From an optimization exercise on the open Yosys and OpenROAD flow, aimed at small area, a short achievable clock period and few clock cycles per item; shortcuts taken in it are not production practice. Function was checked by simulation only, so behaviour that the tests miss may differ from the original.

job 7788:
Design bcc_block, start of the top module:
module bcc_block (
  input  wire         clk,
  input  wire         rst,           
  input  wire         in_valid,
  output wire         in_ready,
  input  wire         in_decrypt,    
  input  wire [4:0]   in_keylen,     
  input  wire [127:0] in_key,
  input  wire [63:0]  in_block,
  output wire         out_valid,
  input  wire         out_ready,
  output wire [63:0]  out_block
);
Size: ~270 I/O pins, about 0.039 mm² of cells after synthesis.
Settings: LEC_CHECK=0, CAP_MARGIN=20, CORE_MARGIN=2, CORE_UTILIZATION=70, CTS_BUF_LIST=sky130_fd_sc_hd__clkbuf_4 sky130_fd_sc_hd__clkbuf_8, SLEW_MARGIN=20; clock period 12.0 ns.
standard.sh (not shown) runs the stock make flow with config.mk's settings and CLKGATE_MAP_FILE= SYNTH_SCRIPT=/design/flow/synth_recipe.tcl, a recipe that flattens the netlist after the stock synthesis.
==> flow/flow/run.sh <==
#!/bin/bash
bash standard.sh "BUFFER_PORTS_ARGS=-buffer_cell sky130_fd_sc_hd__buf_1" SETUP_SLACK_MARGIN=6.7 finish > flow_make.log 2>&1
The final layout from job 7788, which completed every stage, passed the timing, DRC and antenna checks at the end of the flow.
Testbench counts of job 7788, summed over its fixed seeds: cycles 1,632, items 1,600.
Modified inputs, job 7968 compared to job 7788
Settings: CORE_UTILIZATION: 70 -> 40; CTS_BUF_LIST: sky130_fd_sc_hd__clkbuf_4 sky130_fd_sc_hd__clkbuf_8 -> unset.
==> flow/flow/run.sh <==
#!/bin/bash
bash standard.sh SETUP_SLACK_MARGIN=6.7 finish > flow_make.log 2>&1
==> comparison <==
Between job 7968 and job 7788, endpoint arrival time on the critical path is lower for job 7968, job 7788 comes in above that.
Job 7968 finished end to end and its layout was clean on timing, DRC and antenna.
Input-level comparison between job 7697 and job 7968:
Settings: putting CTS_BUF_LIST at sky130_fd_sc_hd__clkbuf_4 sky130_fd_sc_hd__clkbuf_8 where nothing was set; swapping 40 for 70 in CORE_UTILIZATION; putting PLACE_DENSITY at 0.75 where nothing was set.
==> flow/flow/run.sh <==
#!/bin/bash
bash standard.sh "BUFFER_PORTS_ARGS=-buffer_cell sky130_fd_sc_hd__buf_1" SETUP_SLACK_MARGIN=6.7 finish > flow_make.log 2>&1
Findings:
Taking job 7968 as the reference, in job 7697 post-route standard cell area excluding fillers has decreased; upper clock frequency limit higher; utilization grew by 31 points. Changes observed in job 7697 relative to job 7968: total iterations of the first detailed-routing run climbed 2, final instance count without filler cells dropped about 10%, headroom to the max-slew limit dropped 3.4 points.
### job 7697 -> job 4617
Settings: SETUP_SLACK_MARGIN: unset -> 5; PLACE_DENSITY: 0.75 -> unset; CTS_BUF_LIST: sky130_fd_sc_hd__clkbuf_4 sky130_fd_sc_hd__clkbuf_8 -> unset; CORE_UTILIZATION: 70 -> 40.
==> flow/run.sh (new file) <==
#!/bin/bash
# synth_recipe.tcl (not shown) runs the flow's synth.tcl, then flattens the netlist and writes it again
# the make line also repeats each setting of config.mk as NAME=value (left out here)
make -C /OpenROAD-flow-scripts/flow DESIGN_CONFIG=/design/flow/config.mk WORK_HOME=/design/flow/orfs CLKGATE_MAP_FILE= SYNTH_SCRIPT=/design/flow/synth_recipe.tcl finish
removed: flow/flow/run.sh
removed: flow/standard.sh
- The final period utilization in job 4617 was higher than what job 7697 gave.
- Looking at count of buffers not belonging to the clock network in the layout, job 4617 sits 34 below job 7697.
- | number of standard cells in the final layout excluding fillers | lower: job 7697 |
- Job 4617 has final weighted congestion in routability-driven placement below what job 7697 had.
- Job 4617 gives less detailed-route wire length than job 7697 did.
- Both conditions hold for job 4617: the flow ran to the end and the final layout passed the timing, DRC and antenna checks.
- In the flow results for job 4617 and job 7697, the area growth from synthesis to final layout is larger on job 4617.
What job 8872 does differently from job 4617 at the input level:
Settings: removing SETUP_SLACK_MARGIN (formerly 5); changing CORE_UTILIZATION from 40 to 70.
==> flow/flow/run.sh (new file) <==
#!/bin/bash
bash standard.sh "BUFFER_PORTS_ARGS=-buffer_cell sky130_fd_sc_hd__buf_1" SETUP_SLACK_MARGIN=6.7 finish > flow_make.log 2>&1
==> flow/standard.sh (new file) <==
#!/bin/bash
# synth_recipe.tcl (not shown) runs the flow's synth.tcl, then flattens the netlist and writes it again
# the make line also repeats each setting of config.mk as NAME=value (left out here)
make -C /OpenROAD-flow-scripts/flow DESIGN_CONFIG=/design/flow/config.mk WORK_HOME=/design/flow/orfs CLKGATE_MAP_FILE= SYNTH_SCRIPT=/design/flow/synth_recipe.tcl "${@:-finish}"
removed: flow/run.sh
==> comparison <==
- Job 8872 finished every stage and its layout cleared the timing, DRC and antenna checks.
- [compare] base=job 4617 new=job 8872: full die area shrank by 42%, maximum number of pins on one net before global-route repair dropped 49.
- Job 8872 ends up with lower number of cells traversed by the worst register-to-register path than job 4617 does.
- Run comparison: job 8872 highest routing layer actually used met4; job 4617 highest routing layer actually used met5
- Compared to job 4617, the routing of job 8872 uses more wire.
- Job 4617 → job 8872: count of instances resized after the clock tree is built now sits higher, routability-driven placement congestion ratio now sits higher.
- For job 8872, the end of the critical path was x0[15], unlike job 4617, where it was x0[47].
Input-level comparison between job 9222 and job 8872:
Settings: putting CTS_BUF_LIST at sky130_fd_sc_hd__clkbuf_4 sky130_fd_sc_hd__clkbuf_8 where nothing was set; swapping 70 for 65 in CORE_UTILIZATION.
==> flow/flow/run.sh <==
#!/bin/bash
bash standard.sh "BUFFER_PORTS_ARGS=-buffer_cell sky130_fd_sc_hd__buf_1" SETUP_SLACK_MARGIN=6.8 finish > flow_make.log 2>&1
==> summary.txt <==
Job 9222: full flow OK, the timing, DRC and antenna checks passed
When job 9222 is measured against job 8872, its global-route usage turns out 3.3 points lower.
On critical path depth, the higher figure sits with job 9222, not job 8872.
Job 9222 — non-clock buffer total of the final layout 29 higher, job 8872 as reference
Between job 8872 and job 9222, iteration-0 DRC count of the detailed router decreased.
Changes observed in job 9222 relative to job 8872: worst setup slack now larger, share of cell area taken by flip-flops and latches lower.

==> static timing again, ports no longer ideal <==
How much do the figures lean on ideal ports? The routed layouts below were timed once more, with nothing changed but the port constraints.
Step 1 (the two cells are an assumption about what drives the block):
set clk [get_ports {clk}]
set_driving_cell -lib_cell sky130_fd_sc_hd__clkbuf_16 $clk
set_driving_cell -lib_cell sky130_fd_sc_hd__buf_2 [delete_from_list [all_inputs] $clk]
Step 2 adds t to the input delays and takes it off the output delays; t is the mean of the earliest and latest rising clock arrival at the registers after step 1. Input paths then give back, and output paths get back, about the clock's delay inside the block.
Three values: ideal, step 1, step 2; two values: the first two.
| run | shift t [ns] | setup WS [ns] | worst setup path after step 2 | clock arrival spread, ns | worst slew at a driven data input, ns |
|---|---|---|---|---|---|
| job 7788 | 0.754 | 6.722 / 6.697 / 6.024 | input to register | 0.063 / 0.063 | 0.07 |
| job 7968 | 0.674 | 6.686 / 6.686 / 6.121 | input to register | 0.030 / 0.030 | 0.05 |
| job 7697 | 0.754 | 6.722 / 6.697 / 6.024 | input to register | 0.063 / 0.063 | 0.07 |
| job 4617 | 0.689 | 5.498 / 5.542 / 4.853 | input to register | 0.023 / 0.024 | 0.07 |
| job 8872 | 0.684 | 6.634 / 6.666 / 5.982 | input to register | 0.045 / 0.045 | 0.06 |
| job 9222 | 0.761 | 6.799 / 6.776 / 6.077 | input to register | 0.039 / 0.040 | 0.09 |
After both steps setup and hold are still met in every run listed. For job 9222, which loses most, drivers alone change the setup slack by -0.023 ns; drivers and shift together by -0.722 ns.
